From an optimization exercise on the open Yosys and OpenROAD flow, aimed at small area, a short achievable clock period and few clock cycles per item; shortcuts taken in it are not production practice.
No functional check of the RTL was part of any run shown here.

==> flow/design.v (outline; a module is shown in full before it is edited, if it fits) <==
// module isg_extract: 704 lines
// module csa_row: 758 lines
// module csa_mac: 368 lines
module isg_extract (
    input  wire        clk,
    input  wire        rst,         
    input  wire        cfg_we,
    input  wire [5:0]  cfg_addr,
    input  wire [5:0]  cfg_pos,
    input  wire [6:0]  npos,        
    input  wire [31:0] qstep,       
    input  wire        variant,     
    input  wire        in_valid,
    input  wire [7:0]  in_data,
    output wire        in_ready,
    output reg         done,
    output reg  [63:0] bits_out
);
  // ...
==> flow/run.sh <==
#!/bin/bash
# synth_recipe.tcl (not shown) runs the flow's synth.tcl, then flattens the netlist and writes it again
# the make line also repeats each setting of config.mk as NAME=value (left out here)
make -C /OpenROAD-flow-scripts/flow DESIGN_CONFIG=/design/flow/config.mk WORK_HOME=/design/flow/orfs CLKGATE_MAP_FILE= SYNTH_SCRIPT=/design/flow/synth_recipe.tcl finish
==> flow/config.mk <==
export PLATFORM = sky130hd
export DESIGN_NAME = isg_extract
export DESIGN_NICKNAME = isg_extract
export VERILOG_FILES = /design/flow/design.v
export SDC_FILE = /design/flow/constraint.sdc
export NUM_CORES = 4
export LEC_CHECK = 0
export ABC_CLOCK_PERIOD_IN_PS = 4500
export CAP_MARGIN = 20
export CORE_MARGIN = 2
export CORE_UTILIZATION = 40
export PLACE_DENSITY = 0.6
export SLEW_MARGIN = 20
==> flow/constraint.sdc <==
create_clock -name core_clock -period 13.0 [get_ports {clk}]
set_input_delay 2.6000 -clock core_clock [delete_from_list [all_inputs] [get_ports {clk}]]
set_output_delay 2.6000 -clock core_clock [all_outputs]
set_load 0.01 [all_outputs]
==> flow_summary.yaml, run 1 <==
outcome:
  status: "no timing/DRC/antenna violations"
sta:
  finalClockSkew_ps: 68.9
  holdWs_ps: 266
  rsz0062_at_grt: "false"
final_layout:
  multi_input_area_um2: 46500
  seq_cells: 2081
  final_cell_area_um2: 111000
  final_util_pct: 45.2
  layout.nonclk_buf_share_pct: 1.86
  nFillCells: 22573
  final_cell_mix: "dfxtp_1, inv_1, edfxtp_1"
setup_path:
  regToRegSetupSlack_ps: 5100
  critPathLaunch: "posr[0]$_DFF_P_"
global_routing:
  grt_pass1_vias: 65448
logic_synthesis:
  synth_top_family_by_area: "adder cells"
  synth_top_area_share_pct: 29.7
  synth_nets: 9992
die:
  coreArea_um2: 246000
  ios: 130
  fp-row-count: 182
place:
  io_buffers: 129
  placed_area_um2: 104000
  hpwl_um: 187000
route:
  routed_wl_um: 256000
clock_network:
  h-tree-depth: 4
  cts_buffers: 207
==> inputs of run 2 (changes only) <==
--- a/flow/config.mk
+++ b/flow/config.mk
@@ -6,8 +6,8 @@
 export NUM_CORES = 4
 export LEC_CHECK = 0
-export ABC_CLOCK_PERIOD_IN_PS = 4500
+export ABC_CLOCK_PERIOD_IN_PS = 3500
 export CAP_MARGIN = 20
 export CORE_MARGIN = 2
-export CORE_UTILIZATION = 40
-export PLACE_DENSITY = 0.6
+export CORE_UTILIZATION = 50
+export PLACE_DENSITY = 0.65
 export SLEW_MARGIN = 20
==> run 2 against run 1 <==
Cell area is 1.1% lower. Worst setup slack got worse by 65 ps. Final cell count fell by 5.6%. Sequential share of layout area is 0.47 points higher. Synthesized cell count unchanged.
==> flow_summary.yaml, run 2 <==
outcome:
  status: "no timing/DRC/antenna violations"
logic_synthesis:
  synth_most_common_cell: "dfxtp_1"
  synth_top_family_by_area: "adder cells"
  synth_simple_gate_area_share_pct: 7.29
  synthAdderAreaFrac_pct: 16.1
  yosysSeqAreaShare_pct: 48.1
  synth_xor_area_share_pct: 7.24
  yosysTopAreaCell: "dfxtp_1"
  synth_flop_cell: "dfxtp_1"
  synth_top_area_share_pct: 29.7
  synth.ff_latch_count: 2081
  yosysWarningCount: 1
  syn_area_um2: 99200
  ys_top_cells_by_area: "dfxtp_1, edfxtp_1, fa_1"
  async_flop_share_pct: 0
  synth_mux_area_share_pct: 3.85
  avgSynthCellArea_um2: 11.1
  postSynthCellCount: 8929
  yosysUniqueCellTypes: 93
  synth_nets: 9992
  synth_commonest_cells: "dfxtp_1, inv_1, edfxtp_1"
  synth_edf_count: 607
  synth-compound-area-share_pct: 12.2
die:
  initial_core_util_pct: 50.3
  fp-row-count: 163
  die-area_um2: 202000
  coreArea_um2: 197000
  ios: 130
  die_w_um: 449
  die_h_um: 449
sta:
  rsz0062_at_grt: "false"
  fin_crit_sh_pct: 61.3
  setup_violations: 0
  drv_slew: 0
  fmax_mhz: 126
  worst_pin_slew_ps: 1170
  fin_setup_tns_ps: 0
  period_needed_ps: 7970
  finalHoldViolations: 0
  finalClockSkew_ps: 51.5
  relSlewSlack_pct: 21.8
final_layout:
  nFillCells: 16760
  top_register: "ringv"
  area_delta_synth_final_pct: 11.1
  largest_register_ff_count: 512
  multi_input_area_um2: 46500
  drive_gt1_share_pct: 7.04
  top_regs: "ringv (512), pos_tab (384), accv (352)"
  mostFrequentLayoutCell: "dfxtp_1"
  final_cell_mix: "dfxtp_1, inv_1, edfxtp_1"
  final_nets: 9987
  regArea_um2: 47800
setup_path:
  endpoint: "sa_c[17]$_DFF_P_"
  cp.arrival_ps: 8700
  worstSetupPathType: "reg -> reg"
  r2r-start: "posr[1]$_DFF_P_"
  crit_fanout: 31
  critPathLaunchType: "flop"
  r2r_end: "sa_c[17]$_DFF_P_"
  regToRegSetupSlack_ps: 5030
  critPathLaunch: "posr[1]$_DFF_P_"
  cp.required_ps: 13740
  r2r_cells: 20
  cp-end-kind: "flop"
route:
  drt_iter0_drc: 5351
  via_per_inst: 5.53
  drtPass1Iterations: 16
  vias: 64920
  routed_wl_um: 254000
  drtAntennaViolNets: 0
  remaining_drc_errors: 0
  avgRoutedWirePerCell_um: 21.6
clock_network:
  clock_sinks: 2081
  clk_latency_ps: 880
  cts_root_buffer: "clkbuf_16"
  clk_path_buf_depth: 3
  clk_pin_slew_ps: 60
  cts_hold_buf: 0
  cts_resized: 0
  cts_tree: "yes"
  h-tree-depth: 4
  cts_buffers: 200
  post_cts_buffers: 0
place:
  gp_congestion: 0.997
  hpwl_um: 185000
  io_buffers: 129
worst_hold_path:
  hold_class: "reg -> reg"
global_routing:
  grt_max_degree: 78
  grt_overflow_total: 0
  antenna_found_initial: 9
  grt.total_usage_pct: 24.9
  grt_pass1_vias: 65166
  grt_pass1_wl_um: 390000
flow_run:
  drv_cap: 0
-- run 2: through the flow --
step                util, %  setup WS (ps)  hold WS, ps  area, um2  std cells
finish                 55.9           5030          301     110000      11743
CTS                    55.8           5170          292     110000      11737
floorplan                 -           5610          310      99200       8929
global route           55.9           4860          296     110000      11742
detailed placement     52.2           5170          312     103000      11362
global placement       52.2           5230          310     103000      11361
-- run 2: area by class of cell --
cell class              count  share of cell area (%)
clock inverters            89                    1.11
well taps                2640                    3.00
multi-input cells        5506                    42.2
inverters                 916                    3.12
clock buffers             286                    5.40
flip-flops and latches   2081                    43.4
repair buffers            219                    1.79
diodes                      6                  0.0136
-- run 2: kinds of logic after synthesis --
family / Yosys count
flip-flops: 2081
other: 1
AO/OA/AOI/OAI: 1888
AND/OR/NAND/NOR: 1582
adder cells (fa/ha/maj): 999
multiplexers: 218
XOR/XNOR: 818
buffers and inverters: 1342
-- run 2: worst max-delay path: stages, from the launching register on --
cell	delay, ps
dfxtp_1	310
buf_4	350
clkinv_1	400
ha_2	490
nand2_1	650
inv_2	390
nor2_1	610
a32o_1	610
a22oi_1	200
xnor2_1	190
fa_1	530
inv_1	60
fa_1	450
fa_1	540
inv_1	50
fa_1	470
inv_1	50
fa_1	430
fa_1	520
inv_1	50
fa_1	430
-- run 2: layer usage --
metal	up-vias	global-route usage, %	routed length, um
li1	30390	-	-
met1	31770	33.7	111000
met2	2238	39.5	116000
met3	522	3.96	15700
met4	0	11.1	11800
met5	-	0	0
-- run 2: worst min path at each step --
stage | startpoint | to | cells past startpoint
final | resv[123]$_DFF_P_ | resv[159]$_DFF_P_ | 0
after global routing | resv[195]$_DFF_P_ | resv[231]$_DFF_P_ | 0
after CTS | resv[123]$_DFF_P_ | resv[159]$_DFF_P_ | 0
after detailed placement | resv[233]$_DFF_P_ | resv[269]$_DFF_P_ | 0
after global placement | accv[67]$_DFF_P_ | accv[111]$_DFF_P_ | 0
after floorplan | r_j[0]$_DFF_P_ | a2_j[0]$_DFF_P_ | 0

port drivers added, routing unchanged:
No port has a modelled driver above. Below, the same layouts with a new extraction and two added sets of constraints.
Step 1 assumes that a clkbuf_16 drives the clock port and a buf_2 every other input.
Step 2 also shifts input and output timing later by t, the mid clock arrival at the registers, as if the neighbouring blocks saw the same clock.
Slacks: no drivers / after step 1 / after step 2; pairs: no drivers / after step 1.
run	t, ns	setup slack, ns	worst setup path after step 2	latest minus earliest clock arrival (ns)
run 1	0.934	5.098 / 5.098 / 5.098	register to register	0.082 / 0.083
run 2	0.938	5.034 / 5.034 / 5.034	register to register	0.064 / 0.065
After both steps every run listed still meets setup and hold.
